Background: an optimization exercise with open tools, aiming at small area, a short achievable clock period and few clock cycles. Do not read the settings as production practice. No functional check of the RTL was part of this run. Power figures rest on the tool's default switching activity, not on a simulated workload.

<file path="config.mk">
export PLATFORM = sky130hd
export DESIGN_NAME = rs32_codec
export DESIGN_NICKNAME = rs32_codec
export VERILOG_FILES = /design/flow/design.v
export SDC_FILE = /design/flow/constraint.sdc
export NUM_CORES = 4
export LEC_CHECK = 0
export CAP_MARGIN = 20
export CORE_MARGIN = 2
export CORE_UTILIZATION = 40
export SLEW_MARGIN = 20
</file>
<file path="run.sh">
#!/bin/bash
# synth_recipe.tcl (not shown) runs the flow's synth.tcl, then flattens the netlist and writes it again
# the make line also repeats each setting of config.mk as NAME=value (left out here)
make -C /OpenROAD-flow-scripts/flow DESIGN_CONFIG=/design/flow/config.mk WORK_HOME=/design/flow/orfs CLKGATE_MAP_FILE= SYNTH_SCRIPT=/design/flow/synth_recipe.tcl finish
</file>
<file path="constraint.sdc">
create_clock -name core_clock -period 13.0 [get_ports {clk}]
set_input_delay 2.6000 -clock core_clock [delete_from_list [all_inputs] [get_ports {clk}]]
set_output_delay 2.6000 -clock core_clock [all_outputs]
set_load 0.01 [all_outputs]
</file>
<file path="design.v">
module rs32_codec (
    input  wire        clk,
    input  wire        rst,
    input  wire        h_valid,
    input  wire        h_write,
    input  wire [7:0]  h_idx,
    input  wire [63:0] h_wdata,
    output wire        h_ready,
    output reg         h_rvalid,
    output reg  [63:0] h_rdata
);
    localparam [4:0] OP_NOP     = 5'h00, OP_GFADD   = 5'h01, OP_GFMUL  = 5'h02,
                     OP_GFEXP   = 5'h03, OP_GFLOG   = 5'h04, OP_SYMCH  = 5'h05,
                     OP_CHSYM   = 5'h06, OP_PERMRD  = 5'h07, OP_IDTODEC = 5'h08,
                     OP_DECTOID = 5'h09, OP_B10TO32 = 5'h0A, OP_B32TO10 = 5'h0B,
                     OP_RSPAR   = 5'h0C, OP_RSCHK   = 5'h0D, OP_FMT    = 5'h0E,
                     OP_PBEGIN  = 5'h0F, OP_PUTC    = 5'h10, OP_PEND   = 5'h11,
                     OP_ENCODE  = 5'h12, OP_DECODE  = 5'h13, OP_DECODED = 5'h14,
                     OP_CLRST   = 5'h15;
    localparam [2:0] B_IDLE = 3'd0,   
                     B_PRE  = 3'd1,   
                     B_INIT = 3'd2,   
                     B_CALC = 3'd3,   
                     B_FIN  = 3'd4,   
                     B_SWP  = 3'd5,   
                     B_SEV  = 3'd6;   
    function [4:0] xt;   
        input [4:0] x;
        xt = {x[3:0], 1'b0} ^ (x[4] ? 5'h05 : 5'h00);
    endfunction
    function [4:0] gmul;
        input [4:0] a;
        input [4:0] b;
        reg   [4:0] x;
        integer j;
        begin
            gmul = 5'd0;
            x = a;
            for (j = 0; j < 5; j = j + 1) begin
                if (b[j]) gmul = gmul ^ x;
                x = xt(x);
            end
        end
    endfunction
    function [4:0] antilog;
        input [4:0] n;
        case (n)
            5'd0:  antilog = 5'd1;   5'd1:  antilog = 5'd2;   5'd2:  antilog = 5'd4;
            5'd3:  antilog = 5'd8;   5'd4:  antilog = 5'd16;  5'd5:  antilog = 5'd5;
            5'd6:  antilog = 5'd10;  5'd7:  antilog = 5'd20;  5'd8:  antilog = 5'd13;
            5'd9:  antilog = 5'd26;  5'd10: antilog = 5'd17;  5'd11: antilog = 5'd7;
            5'd12: antilog = 5'd14;  5'd13: antilog = 5'd28;  5'd14: antilog = 5'd29;
            5'd15: antilog = 5'd31;  5'd16: antilog = 5'd27;  5'd17: antilog = 5'd19;
            5'd18: antilog = 5'd3;   5'd19: antilog = 5'd6;   5'd20: antilog = 5'd12;
            5'd21: antilog = 5'd24;  5'd22: antilog = 5'd21;  5'd23: antilog = 5'd15;
            5'd24: antilog = 5'd30;  5'd25: antilog = 5'd25;  5'd26: antilog = 5'd23;
            5'd27: antilog = 5'd11;  5'd28: antilog = 5'd22;  5'd29: antilog = 5'd9;
            5'd30: antilog = 5'd18;  default: antilog = 5'd1;
        endcase
    endfunction
    function [4:0] gflog;
        input [4:0] a;
        case (a)
            5'd1:  gflog = 5'd0;   5'd2:  gflog = 5'd1;   5'd3:  gflog = 5'd18;
            5'd4:  gflog = 5'd2;   5'd5:  gflog = 5'd5;   5'd6:  gflog = 5'd19;
            5'd7:  gflog = 5'd11;  5'd8:  gflog = 5'd3;   5'd9:  gflog = 5'd29;
            5'd10: gflog = 5'd6;   5'd11: gflog = 5'd27;  5'd12: gflog = 5'd20;
            5'd13: gflog = 5'd8;   5'd14: gflog = 5'd12;  5'd15: gflog = 5'd23;
            5'd16: gflog = 5'd4;   5'd17: gflog = 5'd10;  5'd18: gflog = 5'd30;
            5'd19: gflog = 5'd17;  5'd20: gflog = 5'd7;   5'd21: gflog = 5'd22;
            5'd22: gflog = 5'd28;  5'd23: gflog = 5'd26;  5'd24: gflog = 5'd21;
            5'd25: gflog = 5'd25;  5'd26: gflog = 5'd9;   5'd27: gflog = 5'd16;
            5'd28: gflog = 5'd13;  5'd29: gflog = 5'd14;  5'd30: gflog = 5'd24;
            5'd31: gflog = 5'd15;  default: gflog = 5'd0;
        endcase
    endfunction
    function [7:0] alpha;
        input [4:0] s;
        if (s < 5'd8)       alpha = 8'h32 + {3'b0, s};
        else if (s < 5'd16) alpha = 8'h41 + {3'b0, s} - 8'd8;
        else if (s < 5'd21) alpha = 8'h4A + {3'b0, s} - 8'd16;
        else                alpha = 8'h50 + {3'b0, s} - 8'd21;
    endfunction
    function [5:0] index_of;
        input [7:0] c;
        begin
            if (c >= 8'h32 && c <= 8'h39)      index_of = {1'b1, c[4:0] - 5'h12};
            else if (c >= 8'h41 && c <= 8'h48) index_of = {1'b1, c[4:0] + 5'd7};
            else if (c >= 8'h4A && c <= 8'h4E) index_of = {1'b1, c[4:0] + 5'd6};
            else if (c >= 8'h50 && c <= 8'h5A) index_of = {1'b1, c[4:0] + 5'd5};
            else                               index_of = 6'd0;
        end
    endfunction
    function [4:0] perm;
        input [4:0] d;
        case (d)
            5'd0:  perm = 5'd3;   5'd1:  perm = 5'd2;   5'd2:  perm = 5'd1;
            5'd3:  perm = 5'd0;   5'd4:  perm = 5'd7;   5'd5:  perm = 5'd6;
            5'd6:  perm = 5'd5;   5'd7:  perm = 5'd4;   5'd8:  perm = 5'd13;
            5'd9:  perm = 5'd14;  5'd10: perm = 5'd15;  5'd11: perm = 5'd16;
            5'd12: perm = 5'd12;  5'd13: perm = 5'd8;   5'd14: perm = 5'd9;
            5'd15: perm = 5'd10;  5'd16: perm = 5'd11;  default: perm = 5'd0;
        endcase
    endfunction
    function [19:0] synw;
        input [4:0] k;
        case (k)
            5'd0: synw = {5'd1, 5'd1, 5'd1, 5'd1};
            5'd1: synw = {5'd16, 5'd8, 5'd4, 5'd2};
            5'd2: synw = {5'd13, 5'd10, 5'd16, 5'd4};
            5'd3: synw = {5'd14, 5'd26, 5'd10, 5'd8};
            5'd4: synw = {5'd27, 5'd14, 5'd13, 5'd16};
            5'd5: synw = {5'd12, 5'd31, 5'd17, 5'd5};
            5'd6: synw = {5'd30, 5'd3, 5'd14, 5'd10};
            5'd7: synw = {5'd22, 5'd24, 5'd29, 5'd20};
            5'd8: synw = {5'd2, 5'd30, 5'd27, 5'd13};
            5'd9: synw = {5'd5, 5'd11, 5'd3, 5'd26};
            5'd10: synw = {5'd26, 5'd18, 5'd12, 5'd17};
            5'd11: synw = {5'd28, 5'd4, 5'd21, 5'd7};
            5'd12: synw = {5'd19, 5'd5, 5'd30, 5'd14};
            5'd13: synw = {5'd31, 5'd6, 5'd15, 5'd11};
            5'd14: synw = {5'd6, 5'd21, 5'd25, 5'd22};
            5'd15: synw = {5'd15, 5'd25, 5'd11, 5'd9};
            5'd16: synw = {5'd11, 5'd22, 5'd9, 5'd18};
            default: synw = 20'd0;
        endcase
    endfunction
    function [3:0] kdig;
        input [4:0] i;
        case (i)
            5'd0: kdig = 4'd3;  5'd1: kdig = 4'd6;  5'd2: kdig = 4'd8;  5'd3: kdig = 4'd9;
            5'd4: kdig = 4'd3;  5'd5: kdig = 4'd4;  5'd6: kdig = 4'd8;  5'd7: kdig = 4'd8;
            5'd8: kdig = 4'd1;  5'd9: kdig = 4'd4;  5'd10: kdig = 4'd7; 5'd11: kdig = 4'd4;
            5'd12: kdig = 4'd1; 5'd13: kdig = 4'd9; 5'd14: kdig = 4'd1; 5'd15: kdig = 4'd0;
            5'd16: kdig = 4'd3; 5'd17: kdig = 4'd2; 5'd18: kdig = 4'd3; default: kdig = 4'd2;
        endcase
    endfunction
    function [19:0] lfsr;
        input [19:0] p;
        input [4:0]  s;
        reg   [4:0]  fb;
        begin
            fb   = s ^ p[19:15];
            lfsr = {p[14:10] ^ gmul(fb, 5'd30), p[9:5] ^ gmul(fb, 5'd6),
                    p[4:0] ^ gmul(fb, 5'd9), gmul(fb, 5'd17)};
        end
    endfunction
    function [79:0] dd1;
        input [79:0] a;
        input        b;
        reg   [79:0] t;
        integer j;
        begin
            for (j = 0; j < 20; j = j + 1)
                t[4*j +: 4] = (a[4*j +: 4] >= 4'd5) ? a[4*j +: 4] + 4'd3 : a[4*j +: 4];
            dd1 = {t[78:0], b};
        end
    endfunction
    function [4:0] dcount;
        input [79:0] a;
        integer g;
        begin
            dcount = 5'd1;
            for (g = 1; g < 20; g = g + 1)
                if (a[4*g +: 4] != 4'd0) dcount = g + 1;
        end
    endfunction
    function [3:0] scount;
        input [64:0] c;
        integer g;
        begin
            scount = 4'd1;
            for (g = 1; g < 13; g = g + 1)
                if (c[5*g +: 5] != 5'd0) scount = g + 1;
        end
    endfunction
    reg [15:0]  cmd_q;
    reg [1:0]   tag_q;
    reg         valid_q;
    reg         ovf_q;
    reg [1:0]   fault_q;
    reg [4:0]   cnt_q;
    reg [7:0]   res_q;
    reg [63:0]  id_q;
    reg [63:0]  dflt_q;
    reg [4:0]   declen_q;
    reg [79:0]  dig_q;     
    reg [4:0]   dec_off;   
    reg [3:0]   b32len_q;
    reg [84:0]  cw_q;      
    reg [19:0]  p_q;       
    reg [19:0]  syn_q;     
    reg [84:0]  str_q;     
    wire [15:0] status = {3'b000, cnt_q, 1'b0, fault_q, 1'b0, ovf_q, valid_q, tag_q};
    reg         conv_busy, conv_fin, conv_cw;
    reg [5:0]   conv_r;
    reg         par_busy, par_enc;
    reg [2:0]   par_s;
    reg [2:0]   bst;
    reg [4:0]   bop;
    reg [4:0]   e_i;
    reg [4:0]   e_k;
    reg [3:0]   e_c;
    reg [1:0]   e_h;
    reg         cmp_eq, cmp_gt;
    reg         sv64;
    reg [19:0]  t_q;       
    reg         t_ok;      
    wire busy = (bst != B_IDLE);
    reg         s1_v, s1_wr;
    reg [7:0]   s1_idx;
    reg [63:0]  s1_wd;
    reg         s1_cdec, s1_cid, s1_ccw, s1_cpar;
    wire [4:0] in_op  = h_wdata[15:11];
    wire       in_cmd = h_write && (h_idx == 8'h00);
    wire       in_cw  = (h_idx >= 8'h30 && h_idx <= 8'h40);
    wire in_cdec = (h_idx == 8'h05) || (h_idx >= 8'h10 && h_idx <= 8'h23) ||
                   (in_cmd && (in_op == OP_DECTOID || in_op == OP_B10TO32));
    wire in_cid  = (h_write && h_idx == 8'h03) || (in_cmd && in_op == OP_DECODED);
    wire in_ccw  = (h_write && in_cw) || (in_cmd && (in_op == OP_PBEGIN || in_op == OP_PUTC));
    wire in_cpar = (h_idx == 8'h06) || (h_idx >= 8'h08 && h_idx <= 8'h0B) || in_cw ||
                   (h_idx >= 8'h5A && h_idx <= 8'h5D) ||
                   (in_cmd && in_op >= OP_DECTOID && in_op <= OP_DECODED);
    wire stall = busy || (par_busy && s1_cpar) ||
                 (conv_busy && (s1_cdec || (conv_cw ? s1_ccw : s1_cid)));
    assign h_ready = !(s1_v && stall);
    always @(posedge clk) begin
        if (rst)          s1_v <= 1'b0;
        else if (h_ready) s1_v <= h_valid;
        if (h_ready) begin
            s1_wr   <= h_write;
            s1_idx  <= h_idx;
            s1_wd   <= h_wdata;
            s1_cdec <= in_cdec;
            s1_cid  <= in_cid;
            s1_ccw  <= in_ccw;
            s1_cpar <= in_cpar;
        end
    end
    wire ex    = s1_v && !stall;
    wire ex_rd = ex && !s1_wr;
    wire ex_wr = ex && s1_wr && (fault_q == 2'd0);
    wire [4:0] op   = s1_wd[15:11];
    wire [4:0] w_a  = s1_wd[9:5];
    wire [4:0] w_b  = s1_wd[4:0];
    wire [7:0] w_c  = s1_wd[7:0];
    reg w_legal;
    always @(*) begin
        case (op)
            OP_GFADD, OP_GFMUL:                      w_legal = (s1_wd[10] == 1'b0);
            OP_GFEXP, OP_GFLOG, OP_SYMCH, OP_PERMRD: w_legal = (s1_wd[10:5] == 6'd0);
            OP_CHSYM, OP_PUTC:                       w_legal = (s1_wd[10:8] == 3'd0);
            default: w_legal = (op <= 5'h15) && (s1_wd[10:0] == 11'd0);
        endcase
    end
    wire wr_rw = (s1_idx == 8'h00) || (s1_idx == 8'h03) || (s1_idx == 8'h04) || (s1_idx == 8'h05) ||
                 (s1_idx >= 8'h10 && s1_idx <= 8'h23) || (s1_idx >= 8'h30 && s1_idx <= 8'h40);
    wire ex_cmd = ex_wr && (s1_idx == 8'h00);
    wire do_c   = ex_cmd && w_legal;
    wire c_dectoid = do_c && op == OP_DECTOID;
    wire c_b10     = do_c && op == OP_B10TO32;
    wire c_pend    = do_c && (op == OP_PEND || op == OP_DECODE || op == OP_DECODED);
    wire c_rschk   = do_c && op == OP_RSCHK;
    wire c_putc    = do_c && op == OP_PUTC;
    wire [5:0] w_sym = index_of(w_c);
    wire [4:0] host_k = {s1_idx == 8'h40, s1_idx[3:0]};
    reg  [4:0] port_k;
    always @(*) begin
        if (par_busy)  port_k = {3'd6 - par_s, 1'b0};
        else if (busy) port_k = e_k;
        else           port_k = host_k;
    end
    wire [89:0] cw_pad   = {5'd0, cw_q};
    wire [3:0]  port_j   = port_k[4:1];
    wire [4:0]  odd_sym  = cw_pad[10*port_j + 5 +: 5];
    wire [4:0]  even_sym = cw_pad[10*port_j +: 5];
    wire [4:0]  sel_sym  = port_k[0] ? odd_sym : even_sym;
    wire [4:0] host_i = s1_idx[4:0] - 5'h10;
    wire [4:0] dp_i   = busy ? e_i : host_i;
    wire [5:0] dsub   = {1'b0, dec_off} - {1'b0, dp_i};
    wire [4:0] dp_j   = dsub[5] ? dsub[4:0] + 5'd20 : dsub[4:0];
    wire [3:0] dp_dig = dig_q[4*dp_j +: 4];
    reg [63:0] rd_val;
    reg        rd_ok;
    reg [4:0]  str_d;
    always @(*) begin
        rd_val = 64'd0;
        rd_ok  = 1'b1;
        str_d  = 5'd0;
        if (s1_idx == 8'h00)      rd_val = {48'd0, cmd_q};
        else if (s1_idx == 8'h01) rd_val = {48'd0, status};
        else if (s1_idx == 8'h02) rd_val = {56'd0, res_q};
        else if (s1_idx == 8'h03) rd_val = id_q;
        else if (s1_idx == 8'h04) rd_val = dflt_q;
        else if (s1_idx == 8'h05) rd_val = {59'd0, declen_q};
        else if (s1_idx == 8'h06) rd_val = {60'd0, b32len_q};
        else if (s1_idx >= 8'h08 && s1_idx <= 8'h0B) rd_val = {59'd0, p_q[5*s1_idx[1:0] +: 5]};
        else if (s1_idx >= 8'h0C && s1_idx <= 8'h0F) rd_val = {59'd0, syn_q[5*s1_idx[1:0] +: 5]};
        else if (s1_idx >= 8'h10 && s1_idx <= 8'h23) rd_val = {60'd0, dp_dig};
        else if (s1_idx >= 8'h30 && s1_idx <= 8'h40) rd_val = {59'd0, sel_sym};
        else if (s1_idx >= 8'h50 && s1_idx <= 8'h63) begin
            if (s1_idx == 8'h54 || s1_idx == 8'h59 || s1_idx == 8'h5E) rd_val = 64'h2D;
            else begin
                if (s1_idx < 8'h54)      str_d = s1_idx[4:0] - 5'h10;
                else if (s1_idx < 8'h59) str_d = s1_idx[4:0] - 5'h11;
                else if (s1_idx < 8'h5E) str_d = s1_idx[4:0] - 5'h12;
                else                     str_d = s1_idx[4:0] - 5'h13;
                rd_val = {56'd0, alpha(str_q[5*str_d +: 5])};
            end
        end
        else rd_ok = 1'b0;
    end
    wire [4:0]  m_sym = busy ? sel_sym : w_sym[4:0];
    wire [19:0] m_w   = synw(busy ? e_k : perm(cnt_q));
    wire [19:0] m_v   = {gmul(m_sym, m_w[19:15]), gmul(m_sym, m_w[14:10]),
                         gmul(m_sym, m_w[9:5]),   gmul(m_sym, m_w[4:0])};
    wire [19:0] p_base = (par_s == 3'd0) ? 20'd0 : p_q;
    wire [4:0]  p_odd  = (par_s == 3'd0) ? 5'd0 : odd_sym;
    wire [19:0] p_n    = lfsr(lfsr(p_base, p_odd), even_sym);
    wire        par_end = par_busy && (par_s == 3'd6);
    wire [65:0] csrc  = conv_cw ? {1'b0, cw_q[64:0]} : {2'b00, id_q};
    wire [1:0]  cpair = csrc[2*conv_r +: 2];
    wire [79:0] a_base = (conv_r == 6'd32) ? 80'd0 : dig_q;
    wire [79:0] a_dd   = dd1(dd1(a_base, cpair[1]), cpair[0]);
    wire [4:0]  a_n    = dcount(dig_q);
    wire [8:0]  e_t    = {1'b0, sel_sym, 3'b000} + {3'b000, sel_sym, 1'b0} +
                         {5'd0, (e_k == 5'd0) ? dp_dig : e_c};
    wire        e_last_k = (e_k == 5'd12);
    wire        e_last_i = (e_i == declen_q - 5'd1);
    wire [3:0]  kd     = kdig(e_i);
    wire        nx_eq  = cmp_eq && (dp_dig == kd);
    wire        nx_gt  = cmp_gt || (cmp_eq && dp_dig > kd);
    wire        sev    = (bst == B_SEV);
    wire [19:0] ev_s   = sev ? syn_q : t_q;
    wire        ev_ok  = (ev_s == 20'd0);
    wire [4:0]  ev_op  = sev ? bop : op;
    wire        t_use  = t_ok && (cnt_q == 5'd17);
    wire        ev_now = (c_pend && tag_q == 2'd0 && cnt_q == 5'd17 && t_use) ||
                         (c_rschk && t_use);
    wire        ev     = ev_now || sev;
    wire        ev_id  = ev && ev_ok && ev_op != OP_PEND && ev_op != OP_RSCHK;
    wire        declen_bad = (declen_q == 5'd0) || (declen_q > 5'd20);
    reg  [84:0] cw_n;
    reg         cw_we;
    reg  [4:0]  cw_wk;
    reg  [4:0]  cw_wd;
    wire        putc_w = c_putc && tag_q == 2'd0 && w_sym[5] && cnt_q != 5'd17;
    wire        c_encode = do_c && op == OP_ENCODE;
    wire        c_pbegin = do_c && op == OP_PBEGIN;
    wire        cw_load  = c_encode || (bst == B_FIN && bop == OP_DECTOID);
    wire        cw_clr   = (bst == B_INIT);
    always @(*) begin
        cw_we = 1'b0;
        cw_wk = host_k;
        cw_wd = s1_wd[4:0];
        if (ex_wr && s1_idx >= 8'h30 && s1_idx <= 8'h40) cw_we = 1'b1;
        if (putc_w) begin
            cw_we = 1'b1;
            cw_wk = perm(cnt_q);
            cw_wd = w_sym[4:0];
        end
        if (bst == B_CALC) begin
            cw_we = 1'b1;
            cw_wk = e_k;
            cw_wd = e_t[4:0];
        end
        cw_n = cw_q;
        if (c_pbegin) cw_n = 85'd0;
        if (cw_load)  cw_n[64:0] = {(c_encode ? 1'b0 : sv64), id_q};
        if (cw_clr)   cw_n[64:0] = 65'd0;
        if (par_end)  cw_n[84:65] = p_n;
        if (cw_we)    cw_n[5*cw_wk +: 5] = cw_wd;
    end
    wire str_dat = c_encode || (do_c && op == OP_FMT);
    wire str_par = (do_c && op == OP_FMT) || (par_end && par_enc);
    integer x;
    always @(posedge clk) begin
        cw_q    <= cw_n;
        h_rdata <= rd_val;
        for (x = 0; x < 17; x = x + 1)
            if ((perm(x) < 5'd13) ? str_dat : str_par)
                str_q[5*x +: 5] <= cw_n[5*perm(x) +: 5];
        if (rst) begin
            cmd_q     <= 16'd0;
            tag_q     <= 2'd0;
            valid_q   <= 1'b0;
            ovf_q     <= 1'b0;
            fault_q   <= 2'd0;
            cnt_q     <= 5'd0;
            h_rvalid  <= 1'b0;
            dec_off   <= 5'd0;
            conv_busy <= 1'b0;
            conv_fin  <= 1'b0;
            par_busy  <= 1'b0;
            bst       <= B_IDLE;
            t_q       <= 20'd0;
            t_ok      <= 1'b1;
        end else begin
            h_rvalid <= ex_rd;
            if (conv_busy) begin
                if (conv_fin) begin
                    declen_q  <= a_n;
                    dec_off   <= a_n - 5'd1;
                    conv_busy <= 1'b0;
                    conv_fin  <= 1'b0;
                end else begin
                    dig_q  <= a_dd;
                    conv_r <= conv_r - 6'd1;
                    if (conv_r == 6'd0) conv_fin <= 1'b1;
                end
            end
            if (par_busy) begin
                p_q   <= p_n;
                par_s <= par_s + 3'd1;
                if (par_s == 3'd0 && par_enc) b32len_q <= scount(cw_q[64:0]);
                if (par_end) par_busy <= 1'b0;
            end
            if (ex_rd && !rd_ok && fault_q == 2'd0) fault_q <= 2'd3;
            if (ex_wr) begin
                if (!wr_rw) begin
                    fault_q <= 2'd3;
                end else if (s1_idx == 8'h03) begin
                    id_q <= s1_wd;
                end else if (s1_idx == 8'h04) begin
                    dflt_q <= s1_wd;
                end else if (s1_idx == 8'h05) begin
                    declen_q <= s1_wd[4:0];
                end else if (s1_idx >= 8'h10 && s1_idx <= 8'h23) begin
                    dig_q[4*dp_j +: 4] <= s1_wd[3:0];
                end else if (s1_idx >= 8'h30 && s1_idx <= 8'h40) begin
                    t_ok <= 1'b0;
                end else begin
                    cmd_q <= s1_wd[15:0];
                    if (!w_legal) begin
                        fault_q <= 2'd1;
                    end else begin
                        case (op)
                        OP_GFADD:  res_q <= {3'b0, w_a ^ w_b};
                        OP_GFMUL:  res_q <= {3'b0, gmul(w_a, w_b)};
                        OP_GFEXP:  res_q <= {3'b0, antilog(w_b)};
                        OP_GFLOG:  if (w_b == 5'd0) fault_q <= 2'd2;
                                   else res_q <= {3'b0, gflog(w_b)};
                        OP_SYMCH:  res_q <= alpha(w_b);
                        OP_CHSYM:  res_q <= w_sym[5] ? {3'b0, w_sym[4:0]} : 8'hFF;
                        OP_PERMRD: if (w_b > 5'd16) fault_q <= 2'd2;
                                   else res_q <= {3'b0, perm(w_b)};
                        OP_IDTODEC, OP_ENCODE, OP_B32TO10: begin
                            conv_busy <= 1'b1;
                            conv_fin  <= 1'b0;
                            conv_r    <= 6'd32;
                            conv_cw   <= (op == OP_B32TO10);
                            if (op == OP_ENCODE) begin
                                par_busy <= 1'b1;
                                par_enc  <= 1'b1;
                                par_s    <= 3'd0;
                                t_ok     <= 1'b0;
                            end
                        end
                        OP_DECTOID, OP_B10TO32: begin
                            if (declen_bad) fault_q <= 2'd2;
                            else begin
                                bst    <= B_PRE;
                                bop    <= op;
                                e_i    <= 5'd0;
                                cmp_eq <= 1'b1;
                                cmp_gt <= 1'b0;
                            end
                        end
                        OP_RSPAR: begin
                            par_busy <= 1'b1;
                            par_enc  <= 1'b0;
                            par_s    <= 3'd0;
                            t_ok     <= 1'b0;
                        end
                        OP_RSCHK: begin
                            if (!t_use) begin
                                bst <= B_SWP;
                                bop <= op;
                                e_k <= 5'd0;
                            end
                        end
                        OP_PBEGIN: begin
                            cnt_q <= 5'd0;
                            tag_q <= 2'd0;
                            t_q   <= 20'd0;
                            t_ok  <= 1'b1;
                        end
                        OP_PUTC: begin
                            if (tag_q == 2'd0 && w_sym[5]) begin
                                if (cnt_q == 5'd17) tag_q <= 2'd1;
                                else begin
                                    cnt_q <= cnt_q + 5'd1;
                                    t_q   <= t_q ^ m_v;
                                end
                            end
                        end
                        OP_PEND, OP_DECODE, OP_DECODED: begin
                            if (tag_q != 2'd0) begin
                                if (op == OP_DECODED) begin
                                    id_q  <= dflt_q;
                                    tag_q <= 2'd0;
                                end
                            end else if (cnt_q != 5'd17) begin
                                if (op == OP_DECODED) id_q <= dflt_q;
                                else tag_q <= 2'd2;
                            end else if (!t_use) begin
                                bst <= B_SWP;
                                bop <= op;
                                e_k <= 5'd0;
                            end
                        end
                        OP_CLRST: begin
                            tag_q <= 2'd0;
                            ovf_q <= 1'b0;
                        end
                        default: ;
                        endcase
                    end
                end
            end
            if (ev) begin
                syn_q   <= ev_s;
                valid_q <= ev_ok;
                if (ev_op != OP_RSCHK) begin
                    if (!ev_ok) begin
                        if (ev_op == OP_DECODED) id_q <= dflt_q;
                        else tag_q <= 2'd2;
                    end else if (ev_op != OP_PEND) begin
                        id_q      <= cw_q[63:0];
                        ovf_q     <= cw_q[64];
                        conv_busy <= 1'b1;
                        conv_fin  <= 1'b0;
                        conv_r    <= 6'd32;
                        conv_cw   <= 1'b1;
                    end
                end
            end
            case (bst)
            B_IDLE: ;
            B_PRE: begin
                if (dp_dig > 4'd9) begin
                    fault_q <= 2'd2;
                    bst     <= B_IDLE;
                end else begin
                    if (bop == OP_B10TO32 && declen_q == 5'd20) begin
                        cmp_eq <= nx_eq;
                        cmp_gt <= nx_gt;
                    end
                    e_i <= e_i + 5'd1;
                    if (e_last_i) begin
                        if (bop == OP_B10TO32 && declen_q == 5'd20 && (nx_eq || nx_gt)) begin
                            fault_q <= 2'd2;
                            bst     <= B_IDLE;
                        end else begin
                            bst <= B_INIT;
                        end
                    end
                end
            end
            B_INIT: begin
                if (bop == OP_DECTOID) begin
                    id_q <= cw_q[63:0];
                    sv64 <= cw_q[64];
                end
                t_ok <= 1'b0;
                e_i  <= 5'd0;
                e_k  <= 5'd0;
                e_c  <= 4'd0;
                e_h  <= 2'd0;
                bst  <= B_CALC;
            end
            B_CALC: begin
                e_c <= e_t[8:5];
                if (e_last_k) begin
                    e_h <= {e_h[0], 1'b0} + {e_h, 3'b000} + e_t[6:5];
                    e_k <= 5'd0;
                    e_i <= e_i + 5'd1;
                    if (e_last_i) bst <= B_FIN;
                end else begin
                    e_k <= e_k + 5'd1;
                end
            end
            B_FIN: begin
                if (bop == OP_DECTOID) begin
                    id_q  <= cw_q[63:0];
                    ovf_q <= cw_q[64] || (e_h != 2'd0);
                end else begin
                    b32len_q <= scount(cw_q[64:0]);
                end
                bst <= B_IDLE;
            end
            B_SWP: begin
                syn_q <= ((e_k == 5'd0) ? 20'd0 : syn_q) ^ m_v;
                e_k   <= e_k + 5'd1;
                if (e_k == 5'd16) bst <= B_SEV;
            end
            B_SEV: begin
                bst <= B_IDLE;
            end
            default: bst <= B_IDLE;
            endcase
        end
    end
endmodule
</file>
==> impl_metrics.ini <==
[cts]
clk_path_buf_depth = 3
h-tree-depth = 3
cts_setup_buffers = 0
clkSinkCount = 696
postCtsResizedCells = 0
ctsRootBufferMaster = clkbuf_16
worstSkewPairLatency_ns = 0.69
cts_buffers = 83
cts_tree = yes
path_clk_slew_ns = 0.06
hold_buffers = 0

[global_route]
grt_max_degree = 82
grt_pass1_wl_mm = 284
grt.overflow.total = 0
antenna_found_initial = 9
grt_pass1_vias = 43400
grt_use_total_pct = 29.5

[detailed_routing]
post-route-drc-count = 0
drtIter0Drc = 5873
drtAntennaViolNets = 0
vias_per_cell = 6.36
firstDrtPassIters = 6
vias = 46100
wl_mm = 192
met3WireLength_mm = 16.1
met1Wirelength_mm = 76.9
met2_length_mm = 88.1
top_layer_used = met5
wl_per_cell_um = 26.5

[placed_design]
placedCellCount = 7077
gp_congestion = 1.02
dp_hpwl_mm = 140
pre_cts_ws_ns = 4.52
port_buffers = 141

[sta]
rsz0062_at_grt = false
whs_ns = 0.440
worst_slew_pin_slew_ns = 1.18
period_share_pct = 67.4
fin_setup_tns_ns = 0
hold_viol_final = 0
slew_viol_final = 0
period_needed_ns = 8.76
setup_ws_ns = 4.24
finClkSkew_ns = 0.0543
relSlewSlack_pct = 21.2
fmax_mhz = 114
finalSetupViolations = 0

[worst_setup_path]
startpoint_type = flop
path_max_fanout = 19
rrSetupSlack_ns = 4.24
crit_required_ns = 13.41
r2r_end = str_q[44]$_DFFE_PP_
worstRegToRegCells = 28
max_stage_delay_ns = 0.80
critical_path_class = reg2reg
crit_path_top_delay_cell = edfxtp_1
startpoint = s1_idx[2]$_DFFE_PN_
worst_setup_path_end_kind = flop
reg2reg_from = s1_idx[2]$_DFFE_PN_
crit_arrival_ns = 9.16

[yosys]
ys_ff_latch = 696
synth-edff-count = 462
avgSynthCellArea_um2 = 8.90
ys_top_cells_by_count = nand2_1 (690), a21oi_1 (541), edfxtp_1 (462), nor2_1 (454), o21ai_0 (443)
yosysMostFrequentCell = nand2_1
synth-async-reset-ratio_pct = 0
syn_area_mm2 = 0.0493
syn-num-nets = 5794
ys.flop_type = edfxtp_1
ys_seq_area_share_pct = 37.6
synth_top_area_cell = edfxtp_1
synthCells = 5539
ys_types = 121
synth-warning-count = 1
synthTopCellsByArea = edfxtp_1 (28%), dfxtp_1 (9.5%), a21oi_1 (5.5%), nand2_1 (5.3%), mux4_2 (4.7%)
synth_top_area_share_pct = 28.1

[power]
p_sw_share_pct = 31.8
p_int_w = 0.00451
power.leakage_nw = 20.1
vdd_ir_drop_max_v = 0.0000988
p_per_area_mw_per_mm2 = 120
p_switching_w = 0.00211
p_comb_share_pct = 24.2
clkPwrFrac_pct = 36.9
seq_power_share_pct = 39.0

[die]
die_w_um = 355
die_y_um = 355
start_util_pct = 40.4
ios = 142
die_area_mm2 = 0.126
row_count = 128
coreArea_mm2 = 0.122

[final_layout]
fill_cells = 11900
final_nets = 5796
area_growth_pct = 12.3
finalNonFillerCells = 7247
utilization_pct = 45.4
drive_above_1_share_pct = 9.34

[worst_hold_path]
holdPathStages = 0
min_path_type = reg2reg
min_to = dflt_q[37]$_DFFE_PP_
min-delay-start = s1_wd[37]$_DFFE_PN_

[run]
cap_violations = 0

[status]
status = timing/DRC/antenna clean
==> routing by layer <==
layer / vias to the layer above / track usage (%)
li1: 20800 / -
met1: 22400 / 38.5
met2: 2470 / 47.3
met3: 472 / 4.24
met4: 2 / 15.8
met5: - / 0
==> worst max-delay path by stage <==
stage | to | slack [ns] | cells after the start
6_report | str_q[44]$_DFFE_PP_ | 4.24 | 28
4_1_cts | str_q[44]$_DFFE_PP_ | 4.45 | 28
5_1_grt | str_q[44]$_DFFE_PP_ | 3.87 | 28
3_5_place_dp | str_q[44]$_DFFE_PP_ | 4.52 | 28
3_3_place_gp | str_q[44]$_DFFE_PP_ | 4.77 | 28
2_1_floorplan | perm$func$/design/flow/design.v:314$5477.$result[1]$_DFF_P_ | 4.81 | 8
==> placed cells by master (no fill, tap or decap), drive strengths merged, types with 43 or more instances in the layout <==
cell,instances
clkbuf,120
nor4,43
mux2i,113
buf,119
o22ai,155
nand3,112
o21ai,460
nor3b,59
ha,175
a211oi,60
a22oi,86
xnor2,144
nand2,692
clkdlybuf4s50,140
edfxtp,462
nor2,455
o211ai,79
xor2,71
o31ai,71
dfxtp,234
nor3,99
mux4,103
and3,93
a31oi,49
nand2b,75
and2,51
inv,181
a21oi,543
==> sequential cells by signal, summed over array words and instances (netlist names), 5 cells and up, named ones only <==
name / count
conv_r: 6
res_q: 8
e_k: 5
h_rdata: 64
t_q: 20
cw_q: 85
syn_q: 20
e_i: 5
s1_wd: 64
id_q: 64
perm$func$/design/flow/design.v:314$5477.$result: 5
cnt_q: 5
s1_idx: 8
p_q: 20
cmd_q: 16
dflt_q: 64
dec_off: 5
declen_q: 5
str_q: 85
dig_q: 80
bop: 5
==> cells by family after synthesis <==
family                     Yosys count  synth area share [%]
and+or+nand+nor                   1850                  17.8
AOI/OAI and AO/OA                 1806                  23.0
DFF                                696                  37.6
buffers and inverters              524                  4.22
muxes                              246                  7.69
xor gates and xnor gates           238                  5.05
adders and majority gates          179                  4.60
==> power groups by stage <==
stage	logic [W]	registers, W	clock network (W)
2_1_floorplan	0.00111	0.00257	0
3_3_place_gp	0.00155	0.00262	0
3_5_place_dp	0.00157	0.00262	0
4_1_cts	0.00158	0.00257	0.00247
5_1_grt	0.00171	0.00258	0.00255
6_report	0.00160	0.00258	0.00244
==> final cells by class <==
class	instances	area, um2	share of cell area (%)
Inverter	181	686	1.24
Sequential cell	696	18600	33.5
Multi-Input combinational cell	4319	28900	52.2
Clock buffer	119	2380	4.31
Antenna cell	10	25.0	0.0452
Timing Repair Buffer	260	2300	4.15
Clock inverter	37	472	0.852
Tap cell	1625	2030	3.67
==> through the flow <==
stage | cell area [um2] | power, W
3_5_place_dp | 52400 | 0.00419
4_1_cts | 55300 | 0.00662
6_report | 55300 | 0.00662
5_1_grt | 55300 | 0.00684
2_1_floorplan | 49300 | 0.00368
3_3_place_gp | 52400 | 0.00417
==> worst max-delay path: cells and delay by family, from the launching register on <==
kind | cells | cell delay (ns)
XOR/XNOR | 1 | 0.20
flip-flops | 1 | 0.80
AND/OR/NAND/NOR | 9 | 2.06
buffers and inverters | 5 | 1.06
AO/OA/AOI/OAI | 7 | 1.92
adder cells (fa/ha/maj) | 6 | 2.45

-- port drivers added, routing unchanged --
In the flow no input, the clock included, has a driving cell. The finished layout below was timed again as built, in two steps. Step 1 sets driving cells, clkbuf_16 on the clock port and buf_2 on the other inputs (assumed; they add their load-dependent delay and slew). Step 2 times the ports against the registers' clock, not the clock port: input delays grow and output delays shrink by t, the midpoint of the rising clock arrivals with the driver on. a / b / c = ideal ports / drivers / drivers and shift; a / b = the first two.
t (ns): 0.737
setup WS [ns]: 4.241 / 4.241 / 4.241
worst hold slack (ns): 0.440 / 0.440 / 0.440
clock arrival spread, ns: 0.054 / 0.054
cell pins on the clock port's net: 1
After both steps this run still meets setup and hold. The setup slack of this run moves by 0.000 ns with the drivers and by 0.000 ns with both steps.
